From an optimization exercise on the open Yosys and OpenROAD flow, aimed at small area; shortcuts taken in it are not production practice. At most, simulation tests tie the RTL to the original design; equivalence was not proved. The flow treats the clock pin as an ideal source, which a real chip does not have. Power figures rest on the tool's default switching activity, not on a simulated workload.

==> flow/design.v <==
module nexa_tx (
    input  wire        clk,
    input  wire        rst,
    input  wire        start,
    input  wire [63:0] cmd,
    input  wire [31:0] now_us,
    output wire        pin,
    output wire        busy,
    output wire        fault
);
    localparam [8:0]  POS_SYNC = 9'd245;
    reg        busy_r;
    reg        fault_r;
    reg [28:0] bits_r;      
    reg [15:0] reps_left;
    reg [8:0]  pos;
    reg [31:1] ndl;         
    reg        dl0;         
    assign busy  = busy_r;
    assign fault = fault_r;
    wire [7:0] cmd_unit  = cmd[39:32];
    wire       cmd_valid = (cmd_unit >= 8'd1) && (cmd_unit <= 8'd4) && (cmd[63:48] != 16'd0);
    wire [32:0] cc;
    assign cc[0] = 1'b1;
    assign cc[1] = now_us[0] | ~dl0;
    genvar i;
    generate for (i = 1; i < 32; i = i + 1) begin : g_cmp
        assign cc[i+1] = (now_us[i] & ndl[i]) | (now_us[i] & cc[i]) | (ndl[i] & cc[i]);
    end endgenerate
    wire reached = ~(now_us[31] ^ ndl[31] ^ cc[31]);
    wire in_data  = pos[8];
    wire at_last  = ~pos[8] & ~pos[7] & pos[5] & pos[3] & pos[1] & ~pos[0];  
    wire in_gap   = ~pos[8] & ~pos[7] & pos[5] & pos[3] & pos[1] &  pos[0];  
    wire at_sync0 = ~pos[8] &  pos[7] & ~pos[3] & ~pos[1];                   
    wire at_pause0= ~pos[8] & ~pos[7] & (pos[5:0] == 6'd0);                  
    wire [31:0] frame_bits = {bits_r[0], bits_r[1], 1'b1, 1'b1, bits_r[2], 1'b1, bits_r[3], bits_r[4], bits_r[5],
                              bits_r[6], bits_r[7], bits_r[8], bits_r[9], bits_r[10], bits_r[11], bits_r[12],
                              bits_r[13], bits_r[14], bits_r[15], bits_r[16], bits_r[17], bits_r[18], bits_r[19],
                              bits_r[20], bits_r[21], bits_r[22], bits_r[23], bits_r[24], bits_r[25], bits_r[26],
                              bits_r[27], bits_r[28]};
    wire        dbit = frame_bits[pos[7:3]];
    wire [2:0] j = pos[2:0];
    wire data_level = (j == 3'd0) | ((j == 3'd2) & dbit) | ((j == 3'd6) & ~dbit);
    assign pin = busy_r & (in_data ? data_level : (at_sync0 | at_pause0));
    wire last_rep = (reps_left == 16'd1);
    wire idle       = ~busy_r;
    wire go         = idle & start & cmd_valid;
    wire slot_step  = busy_r & ~in_gap & reached;
    wire gap_step   = busy_r &  in_gap & reached;
    wire restart    = gap_step & ~last_rep;
    wire        use_dl  = busy_r & ~in_gap & ~at_last;
    wire        to_gap  = busy_r & at_last;
    wire [31:1] add_a   = use_dl ? ndl : ~now_us[31:1];
    wire [31:0] k       = {16'd0, to_gap, 3'd0, to_gap, 3'd0, 1'b1, ~to_gap, 1'b1, 1'b1, 1'b1, 1'b0, ~to_gap, 1'b0};
    wire [31:0] add_b   = ~k + 32'd1;    
    wire [31:1] ndl_next;
    wire [32:1] ac;
    assign ac[1] = 1'b0;
    generate for (i = 1; i < 32; i = i + 1) begin : g_add
        assign ndl_next[i] = add_a[i] ^ add_b[i] ^ ac[i];
        assign ac[i+1]     = (add_a[i] & add_b[i]) | (add_a[i] & ac[i]) | (add_b[i] & ac[i]);
    end endgenerate
    wire        dl0_next = use_dl ? dl0 : now_us[0];
    always @(posedge clk) begin
        if (rst) begin
            busy_r  <= 1'b0;
            fault_r <= 1'b0;
        end else begin
            if (start & busy_r)
                fault_r <= 1'b1;
            if (go)
                busy_r <= 1'b1;
            else if (gap_step & last_rep)
                busy_r <= 1'b0;
        end
        if (idle) begin
            bits_r    <= {cmd[25:0], ~cmd[40], cmd[33] ^ cmd[32], cmd[32]};
            reps_left <= cmd[63:48];
        end else if (gap_step) begin
            reps_left <= reps_left - 16'd1;
        end
        if (go | restart | slot_step)
            pos <= (idle | in_gap) ? POS_SYNC : pos + 9'd1;
        if (go | slot_step | restart)
        begin
            ndl <= ndl_next;
            dl0 <= dl0_next;
        end
    end
endmodule
Settings: LEC_CHECK=0, CAP_MARGIN=20, CORE_MARGIN=2, CORE_UTILIZATION=65, PLACE_DENSITY=0.75, SLEW_MARGIN=20; clock period 10.0 ns.
standard.sh (not shown) runs the stock make flow with config.mk's settings and CLKGATE_MAP_FILE= SYNTH_SCRIPT=/design/flow/synth_recipe.tcl, a recipe that flattens the netlist after the stock synthesis.
==> flow/flow/run.sh <==
#!/bin/bash
# Standard ORFS layout with these changes:
#  - abc maps the combinational logic with flow/abc_area.script (through
#    ABC_AREA=1 from a copy of the ORFS scripts folder that differs only in
#    that file);
#  - single-drive (buf_1) port buffers;
#  - clock tree from clkbuf_4 without dummy loads; flow/post_cts.tcl then
#    upsizes any leaf buffer whose flip-flop clock pins would be slow.
# Full tool output goes to standard.log and ORFS's own logs.
set -o pipefail
cp -r "$FLOW_HOME/scripts" scripts_mod
cp flow/abc_area.script scripts_mod/abc_area.script
bash standard.sh SCRIPTS_DIR="$PWD/scripts_mod" ABC_AREA=1 \
  BUFFER_PORTS_ARGS="-buffer_cell sky130_fd_sc_hd__buf_1" \
  CTS_ARGS="-sink_clustering_enable -repair_clock_nets -dont_use_dummy_load -balance_levels -sink_clustering_size 24 -sink_clustering_max_diameter 300 -distance_between_buffers 500 -branching_point_buffers_distance 500 -buf_list {sky130_fd_sc_hd__clkbuf_8}" \
  POST_CTS_TCL="$PWD/flow/post_cts.tcl" \
  finish > standard.log 2>&1
==> flow/flow/abc_area.script <==
&get -n
&st
&dch
&nf -p
&st
&dch
&nf -p
&put
buffer -c
topo
stime -c
upsize -c
dnsize -c
==> flow/flow/post_cts.tcl <==
# After clock tree synthesis (built from clkbuf_4 only): upsize each clock
# buffer that drives a flip-flop clock pin whose estimated slew exceeds 100 ps
# to clkbuf_8, then legalize the placement again.
estimate_parasitics -placement
set upsized {}
foreach pin [all_registers -clock_pins -edge_triggered] {
  set worst 0
  foreach edge {rise fall} {
    foreach a {min max} {
      set s [sta::time_ui_sta [get_property $pin slew_${a}_$edge]]
      set worst [expr {max($worst, $s * 1e12)}]
    }
  }
  if {$worst > 100} {
    set net [get_nets -of_objects $pin]
    foreach drv [get_pins -of_objects $net -filter "direction==output"] {
      set inst [get_cells -of_objects $drv]
      set name [get_full_name $inst]
      if {[get_property $inst ref_name] eq "sky130_fd_sc_hd__clkbuf_4" && [lsearch $upsized $name] < 0} {
        puts "post_cts: upsizing $name (clock pin slew [format %.1f $worst] ps)"
        replace_cell $name sky130_fd_sc_hd__clkbuf_8
        lappend upsized $name
      }
    }
  }
}
if {[llength $upsized]} {
  estimate_parasitics -placement
  detailed_placement
  check_placement -verbose
}
Rerun with:
--- a/flow/flow/run.sh
+++ b/flow/flow/run.sh
@@ -14,3 +14,3 @@
   BUFFER_PORTS_ARGS="-buffer_cell sky130_fd_sc_hd__buf_1" \
-  CTS_ARGS="-sink_clustering_enable -repair_clock_nets -dont_use_dummy_load -balance_levels -sink_clustering_size 24 -sink_clustering_max_diameter 300 -distance_between_buffers 500 -branching_point_buffers_distance 500 -buf_list {sky130_fd_sc_hd__clkbuf_8}" \
+  CTS_ARGS="-sink_clustering_enable -repair_clock_nets -dont_use_dummy_load -buf_list {sky130_fd_sc_hd__clkbuf_4}" \
   POST_CTS_TCL="$PWD/flow/post_cts.tcl" \
==> flow/flow/abc_area.script (replaced) <==
&get -n
&st
&dch
&nf -p
&put
mfs2
&get -n
&st
&dch
&nf -p
&put
buffer -c
topo
stime -c
upsize -c
dnsize -c
Result: Sequential share of layout area drops by 0.20 points. Worst setup slack got worse by 0.25 ns. Design area climbs by 0.42%. Power climbs by 11%. Die area stays flat. Global-route usage drops by 1.1 points. Synthesized cell count drops by 4.7%. Combinational power climbs by 20%. Clock skew climbs by 0.0090 ns. Wire length drops by 2.7%. Synthesized area is about the same.
Rerun with:
--- a/flow/flow/run.sh
+++ b/flow/flow/run.sh
@@ -14,3 +14,3 @@
   BUFFER_PORTS_ARGS="-buffer_cell sky130_fd_sc_hd__buf_1" \
-  CTS_ARGS="-sink_clustering_enable -repair_clock_nets -dont_use_dummy_load -buf_list {sky130_fd_sc_hd__clkbuf_4}" \
+  CTS_ARGS="-sink_clustering_enable -repair_clock_nets -dont_use_dummy_load -sink_clustering_levels 1 -sink_clustering_size 24 -sink_clustering_max_diameter 300 -buf_list {sky130_fd_sc_hd__clkbuf_8}" \
   POST_CTS_TCL="$PWD/flow/post_cts.tcl" \
==> flow/flow/abc_area.script (replaced) <==
&get -n
&st
&dch
&nf -p
&st
&dch
&nf -p
&put
buffer -c
topo
stime -c
upsize -c
dnsize -c
Outcome:
- The changed run produced a clean layout
- worst setup slack is better by 0.25 ns
- core utilization fell by 0.31 points
- global-route usage increases by 1.1 points
- total power came out lower by 9.6%
Rerun with:
--- a/flow/flow/run.sh
+++ b/flow/flow/run.sh
@@ -14,3 +14,3 @@
   BUFFER_PORTS_ARGS="-buffer_cell sky130_fd_sc_hd__buf_1" \
-  CTS_ARGS="-sink_clustering_enable -repair_clock_nets -dont_use_dummy_load -sink_clustering_levels 1 -sink_clustering_size 24 -sink_clustering_max_diameter 300 -buf_list {sky130_fd_sc_hd__clkbuf_8}" \
+  CTS_ARGS="-sink_clustering_enable -repair_clock_nets -dont_use_dummy_load -buf_list {sky130_fd_sc_hd__clkbuf_4}" \
   POST_CTS_TCL="$PWD/flow/post_cts.tcl" \
Effect: Clock skew stays flat; combinational power is about the same; non-clock buffer count stays the same; sequential power barely changes; power fell slightly; count of clock-buffer cells in the layout is unchanged; wire length increases slightly; cell area is about the same; synthesized area stays the same; critical path depth is unchanged; clock power went down by a few percent.

---

Setup of job 2519:
nexa_tx, a different RTL version from the one above (not shown whole).
export LEC_CHECK = 0
export CAP_MARGIN = 20
export CORE_MARGIN = 2
export CORE_UTILIZATION = 40
export GPL_TIMING_DRIVEN = 0
export PLACE_DENSITY = 0.6
export SLEW_MARGIN = 20
create_clock -name core_clock -period 10.0 [get_ports {clk}]
==> flow/flow/run.sh <==
#!/bin/bash
# Standard ORFS layout with three changes:
#  - abc maps the combinational logic with an area-oriented script
#    (flow/abc_area.script, used through ABC_AREA=1 from a copy of the
#    ORFS scripts folder that differs only in that file);
#  - single-drive port buffers;
#  - a lighter clock tree (clkbuf_4/8, no dummy loads).
# Full tool output goes to standard.log and ORFS's own logs.
set -o pipefail
cp -r "$FLOW_HOME/scripts" scripts_mod
cp flow/abc_area.script scripts_mod/abc_area.script
bash standard.sh SCRIPTS_DIR="$PWD/scripts_mod" ABC_AREA=1 \
  BUFFER_PORTS_ARGS="-buffer_cell sky130_fd_sc_hd__buf_1" \
  CTS_ARGS="-sink_clustering_enable -repair_clock_nets -dont_use_dummy_load -buf_list {sky130_fd_sc_hd__clkbuf_4 sky130_fd_sc_hd__clkbuf_8}" \
  finish > standard.log 2>&1
==> flow/flow/abc_area.script <==
&get -n
&st
&dch
&nf -R 1000 -p -a
&put
topo
dnsize -c
Job 2519: all stages done; final checks FAILED (setup timing).
> inputs changed (job 2519 -> job 6444)
- GPL_TIMING_DRIVEN no longer set, was 0
==> flow/flow/abc_area.script <==
&get -n
&st
&dch
&nf
&put
buffer -c
topo
stime -c
upsize -c
dnsize -c
[summary]
Job 6444: flow completed, timing, DRC and antenna clean. Length of routed met2 wiring of job 6444 exceeds that of job 2519 by a little under 10%. Between job 2519 and job 6444, total routing resource utilization after global routing is higher for job 6444, job 2519 comes in under that. Relative to job 2519, the sum of met3 wire segment lengths after detailed routing measured on job 6444 has increased by more than half. The proportion of layout cells with a drive suffix above 1 of job 6444 falls short of that of job 2519 by 8.7 points.
What job 5758 does differently from job 6444 at the input level:
==> flow/flow/run.sh <==
#!/bin/bash
# Standard ORFS layout, with single-drive port buffers and a lighter clock tree
# (no dummy loads). Full tool output goes to standard.log and ORFS's own logs.
set -o pipefail
bash standard.sh BUFFER_PORTS_ARGS="-buffer_cell sky130_fd_sc_hd__buf_1" \
  CTS_ARGS="-sink_clustering_enable -repair_clock_nets -dont_use_dummy_load -buf_list {sky130_fd_sc_hd__clkbuf_4 sky130_fd_sc_hd__clkbuf_8}" \
  finish > standard.log 2>&1
removed: flow/flow/abc_area.script
### Flow results
- Summary of the comparison: die width is higher in job 5758, relative to job 6444.
- Comparing job 6444 and job 5758, the higher worst-case setup margin in the final layout is on job 5758.
- There was hardly any difference in final worst-path cycle share between job 6444 and job 5758.
- Looking at dominant combinational cell family by area after synthesis, the compound AO/OA/AOI/OAI gates result is from job 6444; the adder cells one comes from job 5758.
- Wire length after detailed routing, job 6444 and job 5758, higher one = job 5758.
Modified inputs, job 4203 compared to job 5758
==> flow/flow/run.sh <==
#!/bin/bash
# Standard ORFS layout with three changes:
#  - abc maps the combinational logic with an area-oriented script
#    (flow/abc_area.script, used through ABC_AREA=1 from a copy of the
#    ORFS scripts folder that differs only in that file);
#  - single-drive port buffers;
#  - a lighter clock tree (clkbuf_4/8, no dummy loads).
# Full tool output goes to standard.log and ORFS's own logs.
set -o pipefail
cp -r "$FLOW_HOME/scripts" scripts_mod
cp flow/abc_area.script scripts_mod/abc_area.script
bash standard.sh SCRIPTS_DIR="$PWD/scripts_mod" ABC_AREA=1 \
  BUFFER_PORTS_ARGS="-buffer_cell sky130_fd_sc_hd__buf_1" \
  CTS_ARGS="-sink_clustering_enable -repair_clock_nets -dont_use_dummy_load -sink_clustering_size 30 -sink_clustering_max_diameter 150 -buf_list {sky130_fd_sc_hd__clkbuf_8 sky130_fd_sc_hd__clkbuf_16}" \
  finish > standard.log 2>&1
==> flow/flow/abc_area.script (new file) <==
&get -n
&st
&dch
&nf -p
&st
&dch
&nf -p
&put
buffer -c
topo
stime -c
upsize -c
dnsize -c
==> run summary <==
Job 4203 ended up with now_us[1] as its launching instance or port of the critical path; job 5758 ended up with pos[3]. Job 4203 vs job 5758: wire length of the first global-routing pass down by a few percent. In the metrics for job 4203 and job 5758, the one carrying the lower synthesized cell count is job 5758. [job 4203] clock skew fell 6.6 ps relative to job 5758. Of job 4203 and job 5758, the run reporting the lower sequential share of layout area was job 5758.
Modified inputs, job 6001 compared to job 4203
- swapping 40 for 65 in CORE_UTILIZATION
- swapping 0.6 for 0.75 in PLACE_DENSITY
diff --git a/flow/flow/run.sh b/flow/flow/run.sh
--- a/flow/flow/run.sh
+++ b/flow/flow/run.sh
@@ -14 +14 @@
-  CTS_ARGS="-sink_clustering_enable -repair_clock_nets -dont_use_dummy_load -sink_clustering_size 30 -sink_clustering_max_diameter 150 -buf_list {sky130_fd_sc_hd__clkbuf_8 sky130_fd_sc_hd__clkbuf_16}" \
+  CTS_ARGS="-sink_clustering_enable -repair_clock_nets -dont_use_dummy_load -buf_list {sky130_fd_sc_hd__clkbuf_4 sky130_fd_sc_hd__clkbuf_8}" \
Findings:
Relative area change from synthesis to final layout: job 6001 < job 4203. Proportion of power drawn by the clock network for job 6001: 8.1 points down relative to job 4203. [compare] base=job 4203 new=job 6001: internal power of the cells dropped 0.079 mW, non-clock buffer count dropped about 1.1%.

---

nexa_tx, a different RTL version from the one above (not shown whole).
For scale: ~100 I/O pins, about 5400 µm² of cells after synthesis.
Settings: LEC_CHECK=0, CAP_MARGIN=20, CORE_MARGIN=2, CORE_UTILIZATION=40, PLACE_DENSITY=0.6, SLEW_MARGIN=20; clock period 10.0 ns.
==> flow/flow/run.sh <==
#!/bin/bash
# Standard ORFS layout, with single-drive port buffers and a lighter clock tree.
set -o pipefail
bash standard.sh BUFFER_PORTS_ARGS="-buffer_cell sky130_fd_sc_hd__buf_1" \
  CTS_ARGS="-sink_clustering_enable -repair_clock_nets -dont_use_dummy_load -buf_list {sky130_fd_sc_hd__clkbuf_4 sky130_fd_sc_hd__clkbuf_8}" \
  finish > standard.log 2>&1
Edit:
--- a/flow/flow/run.sh
+++ b/flow/flow/run.sh
@@ -5 +5 @@
-  CTS_ARGS="-sink_clustering_enable -repair_clock_nets -dont_use_dummy_load -buf_list {sky130_fd_sc_hd__clkbuf_4 sky130_fd_sc_hd__clkbuf_8}" \
+  CTS_ARGS="-sink_clustering_enable -repair_clock_nets -dont_use_dummy_load -buf_list {sky130_fd_sc_hd__clkbuf_8}" \
Result: Count of clock-buffer cells in the layout does not change; total power is unchanged; maximum frequency stays the same; synthesized area is unchanged; worst setup slack stays the same.
No run of this note included a check of the RTL's function; only the layout flow was run.

[re-timing with driven ports]
The flow's constraints put no driver on any port. The routed layouts listed below were extracted and timed again, unchanged, in two steps.
Step 1 assumes that a clkbuf_16 drives the clock port and a buf_2 every other input.
Step 2 times the ports against the registers' clock, not the clock port: input delays grow and output delays shrink by t, the midpoint of the rising clock arrivals with the driver on.
a / b / c = ideal ports / drivers / drivers and shift; a / b = the first two.
run | t, ns | setup slack, ns | latest minus earliest clock arrival (ns) | worst slew at a driven data input, ns | pins driven straight from the clock port
the first run of note 1 | 0.372 | 1.734 / 1.735 / 1.363 | 0.026 / 0.026 | 0.05 | 1
the second run of note 1 | 0.454 | 1.482 / 1.482 / 1.388 | 0.031 / 0.030 | 0.05 | 1
the third run of note 1 | 0.372 | 1.734 / 1.735 / 1.363 | 0.026 / 0.026 | 0.05 | 1
the fourth run of note 1 | 0.447 | 1.787 / 1.785 / 1.338 | 0.022 / 0.022 | 0.05 | 1
job 2519 | 0.389 | -2.274 / -2.269 / -2.657 | 0.031 / 0.031 | 0.05 | 1
job 6444 | 0.395 | 2.077 / 2.074 / 1.679 | 0.035 / 0.035 | 0.05 | 1
job 5758 | 0.395 | 2.085 / 2.085 / 1.716 | 0.028 / 0.029 | 0.05 | 1
job 4203 | 0.376 | 2.273 / 2.281 / 1.905 | 0.021 / 0.020 | 0.05 | 1
job 6001 | 0.379 | 2.175 / 2.186 / 1.807 | 0.023 / 0.022 | 0.05 | 1
the first run of note 3 | 0.386 | 0.109 / 0.110 / -0.276 | 0.023 / 0.023 | 0.05 | 1
the second run of note 3 | 0.386 | 0.109 / 0.110 / -0.276 | 0.023 / 0.023 | 0.05 | 1
Met with ideal ports but missed after step 2: setup timing in the first run of note 3 and the second run of note 3. The setup slack of the fourth run of note 1, which loses most, moves by -0.002 ns with the drivers and by -0.449 ns with both steps.
